From an optimization exercise on the open Yosys and OpenROAD flow, aimed at small area, a short achievable clock period and few clock cycles per item; shortcuts taken in it are not production practice. The RTL was checked by simulation tests, not by an equivalence proof against the original design. No driver is modelled on the clock port, so clocking that relies on it looks cheaper here than on a real chip. Power is estimated from default activity; no workload was simulated.

== run 1 ==
==> flow/design.v (excerpt) <==
module rt_lpm #(
    parameter ROUTE_CAP = 16,
    parameter NUM_IF    = 8
) (
    input  wire        clk,
    input  wire        rst,
    input  wire        in_valid,
    output wire        in_ready,
    input  wire [7:0]  in_opc,
    input  wire [7:0]  in_sel,
    input  wire [31:0] in_w0,
    input  wire [31:0] in_w1,
    input  wire [31:0] in_w2,
    output reg         out_valid,
    output reg  [7:0]  out_status,
    output reg  [31:0] out_w0,
    output reg  [31:0] out_w1,
    output reg  [31:0] out_w2,
    output reg         faulted
);
clock: 35.0 ns
lec_check: 0
cap_margin: 20
core_margin: 2
core_utilization: 60
cts_buf_list: sky130_fd_sc_hd__clkbuf_16
cts_cluster_diameter: 100
cts_cluster_size: 20
place_density: 0.7
slew_margin: 20
standard.sh (not shown) runs the stock make flow with config.mk's settings and CLKGATE_MAP_FILE= SYNTH_SCRIPT=/design/flow/synth_recipe.tcl, a recipe that flattens the netlist after the stock synthesis.
==> flow/flow/run.sh <==
#!/bin/bash
set -euo pipefail
export BUFFER_PORTS_ARGS="-buffer_cell sky130_fd_sc_hd__buf_1"
bash standard.sh finish > standard_flow.log 2>&1
Testbench counts of run 1, summed over its fixed seeds: cycles 24,024, items 24,000.
#### Input delta (run 2 over run 1)
- PLACE_DENSITY now 0.8, was 0.7
- CORE_UTILIZATION now 70, was 60
Relative to run 1, the area of the die measured on run 2 has decreased by more than 10%.
Run 1 → run 2: number of global-route vias before repair has increased; total power level.
As of run 2, design area had fallen slightly compared to run 1.
Run 1 and run 2 ended up with nearly the same final critical-path share of the clock period.
Run 2 vs run 1 — non-clock buffer count dropped about 1.3%.
Run 1 has higher clock-buffer cell count than run 2.
Input changes introduced in run 3 (baseline for comparison: run 2):
- CORE_UTILIZATION changed from 70 to 60
- PLACE_DENSITY changed from 0.8 to 0.7
- CTS_CLUSTER_DIAMETER changed from 100 to 120
- CTS_CLUSTER_SIZE changed from 20 to 25
==> flow/flow/run.sh <==
#!/bin/bash
set -euo pipefail
export BUFFER_PORTS_ARGS="-buffer_cell sky130_fd_sc_hd__buf_1"
export PRE_CTS_TCL="$(pwd)/flow/size_outputs.tcl"
bash standard.sh finish > standard_flow.log 2>&1
==> flow/flow/size_outputs.tcl (new file) <==
# Hook run before CTS: make the output ports faster to drive. Each output
# port's buffer becomes a buf_2 and the flip-flop that feeds it (if any) the
# _2 strength of the same flip-flop type. Only drive strengths change.
set block [ord::get_db_block]
set nbuf 0
set nff 0
foreach bterm [$block getBTerms] {
  if {[$bterm getIoType] != "OUTPUT"} { continue }
  set net [$bterm getNet]
  if {$net == "NULL"} { continue }
  foreach iterm [$net getITerms] {
    if {![$iterm isOutputSignal]} { continue }
    set buf [$iterm getInst]
    set bmaster [[$buf getMaster] getName]
    if {[string match "sky130_fd_sc_hd__buf_*" $bmaster] && $bmaster != "sky130_fd_sc_hd__buf_2"} {
      replace_cell [$buf getName] sky130_fd_sc_hd__buf_2
      incr nbuf
    }
    foreach it2 [$buf getITerms] {
      if {![$it2 isInputSignal]} { continue }
      set n2 [$it2 getNet]
      if {$n2 == "NULL"} { continue }
      foreach it3 [$n2 getITerms] {
        if {![$it3 isOutputSignal]} { continue }
        set drv [$it3 getInst]
        set dm [[$drv getMaster] getName]
        if {[regexp {^(sky130_fd_sc_hd__dfxtp)_1$} $dm -> base]} {
          replace_cell [$drv getName] ${base}_2
          incr nff
        }
      }
    }
  }
}
puts "size_outputs: $nbuf port buffers, $nff flip-flops resized"
[summary]
- Per the comparison of run 3 with run 2, number of placed instances with taps included went up by 159; final non-filler cell area about even.
- Run 3 packs its core more loosely than run 2.
- Total power was lower in run 3 than in run 2.
- Run 2 -> run 3: cell count increased by a few percent
- Looking at clock network power share, run 3 sits 2.3 points lower than run 2 does.
- The area inside the core boundary in run 3 was higher than what run 2 gave.
- The slew at the pin closest to its max-slew limit in run 3 sits 0.011 ns below the value recorded for run 2.
Relative to run 3, the following input files were edited for run 4:
- PLACE_DENSITY changed from 0.7 to 0.8
- Status: synthesis-to-layout area growth parity (run 3, run 4)
- Status: number of nets in the finished design parity (run 4, run 3)
- Measured against each other, run 4 and run 3 differ in maximum frequency, the higher figure coming from run 4.
- Post-route clock period utilization of run 4 is on par with run 3.
- Compared with run 3, number of CTS-inserted buffers in run 4 increased slightly.
- Wire: run 4 routes less than run 3
- Clock network fraction of total power delta (run 4 -> run 3): insignificant
- Run 4 gives less worst-case setup slack after placement than run 3 did.
- The total internal power on run 3 is in line with that on run 4.

-- static timing again, ports no longer ideal --
Ports are ideal in the flow. The routed layouts listed here were re-timed in OpenROAD.
Step 1 assumes that a clkbuf_16 drives the clock port and a buf_2 every other input.
Step 2 also shifts input and output timing later by t, the mid clock arrival at the registers, as if the neighbouring blocks saw the same clock.
a / b / c = no drivers / after step 1 / after step 2; a / b = the first two.
run	shift t [ns]	setup WS [ns]	latest minus earliest clock arrival (ns)	worst register clock-pin slew, ns
run 1	0.770	26.755 / 26.684 / 27.054	0.043 / 0.043	0.09 / 0.09
run 2	0.754	26.734 / 26.663 / 27.014	0.040 / 0.040	0.09 / 0.09
run 3	0.755	26.818 / 26.743 / 27.051	0.034 / 0.034	0.11 / 0.11
run 4	0.750	26.858 / 26.785 / 27.026	0.047 / 0.047	0.11 / 0.11
After both steps setup and hold are still met in every run listed.
